Background: an optimization exercise with open tools, aiming at small area. Do not read the settings as production practice.
In this exercise RTL edits were held to simulation tests only and were not proved equivalent to the original.
Power and IR drop assume default switching activity.

// synth_ctrl
module synth_ctrl (
    input  wire        clk,
    input  wire        rst,           
    input  wire        tick,          
    input  wire        us_tick,       
    output wire [3:0]  sel,
    output wire        adc_req,
    input  wire        adc_valid,
    input  wire [9:0]  adc_data,
    output wire [7:0]  bus,
    output wire        ale,
    output wire        cs_n,
    output wire        nv_rd,
    output wire        nv_we,
    output wire        nv_word,
    output wire [7:0]  nv_addr,
    output wire [15:0] nv_wdata,
    input  wire        nv_rvalid,
    input  wire [15:0] nv_rdata,
    output wire [7:0]  led,
    output wire        led_sync,
    output wire        led_valid
);
Size in the first run: about 710 cells after synthesis, about 100 flip-flops, ~84 I/O pins.
==> flow/config.mk <==
export PLATFORM = sky130hd
export DESIGN_NAME = synth_ctrl
export DESIGN_NICKNAME = synth_ctrl
export VERILOG_FILES = /design/flow/design.v
export SDC_FILE = /design/flow/constraint.sdc
export NUM_CORES = 4
export LEC_CHECK = 0
export CAP_MARGIN = 20
export CORE_MARGIN = 2
export CORE_UTILIZATION = 60
export CTS_BUF_LIST = sky130_fd_sc_hd__clkbuf_8
export SLEW_MARGIN = 20
==> flow/constraint.sdc <==
create_clock -name core_clock -period 10.0 [get_ports {clk}]
set_input_delay 2.0000 -clock core_clock [delete_from_list [all_inputs] [get_ports {clk}]]
set_output_delay 2.0000 -clock core_clock [all_outputs]
set_load 0.01 [all_outputs]
standard.sh (not shown) runs the stock make flow with config.mk's settings and CLKGATE_MAP_FILE= SYNTH_SCRIPT=/design/flow/synth_recipe.tcl, a recipe that flattens the netlist after the stock synthesis.
==> flow/flow/run.sh <==
#!/bin/bash
# The standard layout (standard.sh: standard synthesis, floorplan, place,
# CTS, route, finish) with these changes:
#  - at the end of floorplan (flow/post_floorplan.tcl) the combinational
#    logic is resynthesized for area with OpenROAD's restructure, and gates
#    above drive strength 1 are set back to _1; the resizer's usual repair
#    steps then upsize only what slew, capacitance or timing needs;
#  - the port buffers that global placement inserts on every input and
#    output use the smallest buffer cell;
#  - the constant outputs share the one tie cell that synthesis made,
#    instead of a tie cell each.
# Each tool's full output is in the ORFS logs under orfs/logs/, and make's
# output in standard_flow.log.
set -euo pipefail
here=$(pwd)
export POST_FLOORPLAN_TCL="$here/flow/post_floorplan.tcl"
export BUFFER_PORTS_ARGS="-buffer_cell sky130_fd_sc_hd__buf_1"
export SKIP_REPAIR_TIE_FANOUT=1
bash standard.sh finish > standard_flow.log 2>&1
Other scripts of this flow, unchanged in this note and not shown: flow/flow/post_floorplan.tcl
The baseline went through all stages and came out clean.
Rerun with:
--- a/flow/flow/run.sh
+++ b/flow/flow/run.sh
@@ -8,6 +8,7 @@
 #  - the port buffers that global placement inserts on every input and
 #    output use the smallest buffer cell;
-#  - the constant outputs share the one tie cell that synthesis made,
-#    instead of a tie cell each.
+#  - the constant outputs share one tie cell instead of a tie cell each;
+#  - clock tree synthesis adds no dummy load cells (the standard flow's CTS arguments
+#    otherwise: sink clustering, clock net repair, clkbuf_8 buffers).
 # Each tool's full output is in the ORFS logs under orfs/logs/, and make's
 # output in standard_flow.log.
@@ -17,3 +18,4 @@
 export BUFFER_PORTS_ARGS="-buffer_cell sky130_fd_sc_hd__buf_1"
 export SKIP_REPAIR_TIE_FANOUT=1
+export CTS_ARGS="-sink_clustering_enable -repair_clock_nets -buf_list sky130_fd_sc_hd__clkbuf_8 -dont_use_dummy_load"
 bash standard.sh finish > standard_flow.log 2>&1
The changed run ran to the end with no violations.
Worst setup slack is better by 0.15 ns.
Count of clock-buffer cells in the layout does not change.
Final area shrinks by 1.6%.
Non-clock buffer count is unchanged.
Global-route usage stays flat.

* * *

Starting RTL as in the previous note.
export LEC_CHECK = 0
export CAP_MARGIN = 20
export CORE_MARGIN = 2
export CORE_UTILIZATION = 60
export CTS_BUF_LIST = sky130_fd_sc_hd__clkbuf_8
export SLEW_MARGIN = 20
create_clock -name core_clock -period 10.0 [get_ports {clk}]
==> flow/flow/run.sh <==
#!/bin/bash
# The standard layout (standard.sh: standard synthesis, floorplan, place,
# CTS, route, finish) with these changes:
#  - at the end of floorplan, gates that synthesis upsized are set back to
#    drive strength 1 (flow/post_floorplan.tcl); the resizer's usual repair
#    steps then upsize only what slew, capacitance or timing needs;
#  - the port buffers that global placement inserts on every input and
#    output use the smallest buffer cell;
#  - the constant outputs share the one tie cell that synthesis made,
#    instead of a tie cell each.
set -euo pipefail
here=$(pwd)
export POST_FLOORPLAN_TCL="$here/flow/post_floorplan.tcl"
export BUFFER_PORTS_ARGS="-buffer_cell sky130_fd_sc_hd__buf_1"
export SKIP_REPAIR_TIE_FANOUT=1
bash standard.sh finish > standard_flow.log 2>&1
==> flow/flow/post_floorplan.tcl <==
# Start placement from minimum-size gates: every combinational cell that
# synthesis gave a drive strength above 1 is set back to its _1 variant
# (when the library has one). The resizer's repair steps later upsize
# whatever slew, capacitance or timing needs.
set n 0
foreach inst [get_cells *] {
  set master [get_property $inst ref_name]
  if { [regexp {^(sky130_fd_sc_hd__[a-z0-9]+)_([0-9]+)$} $master -> base drive] } {
    if { $drive > 1 && ![string match "*df*" $base] && ![string match "*clk*" $base] && ![string match "*conb*" $base] } {
      set small [get_lib_cells -quiet "*/${base}_1"]
      if { $small ne "" } {
        replace_cell $inst [get_name [lindex $small 0]]
        incr n
      }
    }
  }
}
puts "post-floorplan: $n gates set to drive strength 1"
report_design_area
Change:
==> flow/flow/run.sh (replaced) <==
#!/bin/bash
# The standard layout (standard.sh: standard synthesis, floorplan, place,
# CTS, route, finish) with two changes:
#  - the port buffers that global placement inserts on every input and
#    output use the smallest buffer cell;
#  - the constant outputs share the one tie cell that synthesis made,
#    instead of a tie cell each.
set -euo pipefail
export BUFFER_PORTS_ARGS="-buffer_cell sky130_fd_sc_hd__buf_1"
export SKIP_REPAIR_TIE_FANOUT=1
bash standard.sh finish > standard_flow.log 2>&1
removed: flow/flow/post_floorplan.tcl
Result:
- The new run completed with no timing, DRC or antenna violations
- worst setup slack got worse by 0.074 ns
- die area is unchanged
- hold slack barely changes
- total power rises by about 1%
- critical path depth does not change
- fmax falls by 0.77%
- sequential share of layout area falls by 0.52 points

==> afterwards: timing with drivers on the ports <==
The results above use ideal ports. As a check the final layouts listed here were re-extracted and re-timed, cells and wires unchanged. Step 1 sets driving cells, clkbuf_16 on the clock port and buf_2 on the other inputs (assumed; they add their load-dependent delay and slew). Step 2 moves the port delays by t, midway between the first and last clock arrival at a register: inputs arrive t later, outputs are due t later. That takes back most of the time a late clock gives input paths. Three values: no drivers, after step 1, after step 2; two values: the first two.
run	shift t [ns]	setup slack, ns	worst setup path after step 2	slew at the worst register clock pin (ns)	worst data-port slew with drivers (ns)
the first run of note 1	0.428	0.564 / 0.528 / 0.956	register to output	0.11 / 0.11	0.03
the second run of note 1	0.420	0.710 / 0.674 / 1.094	register to output	0.10 / 0.10	0.03
the first run of note 2	0.427	0.432 / 0.395 / 0.823	register to output	0.10 / 0.10	0.03
the second run of note 2	0.425	0.358 / 0.324 / 0.749	register to output	0.11 / 0.11	0.04
After both steps setup and hold are still met in every run listed.
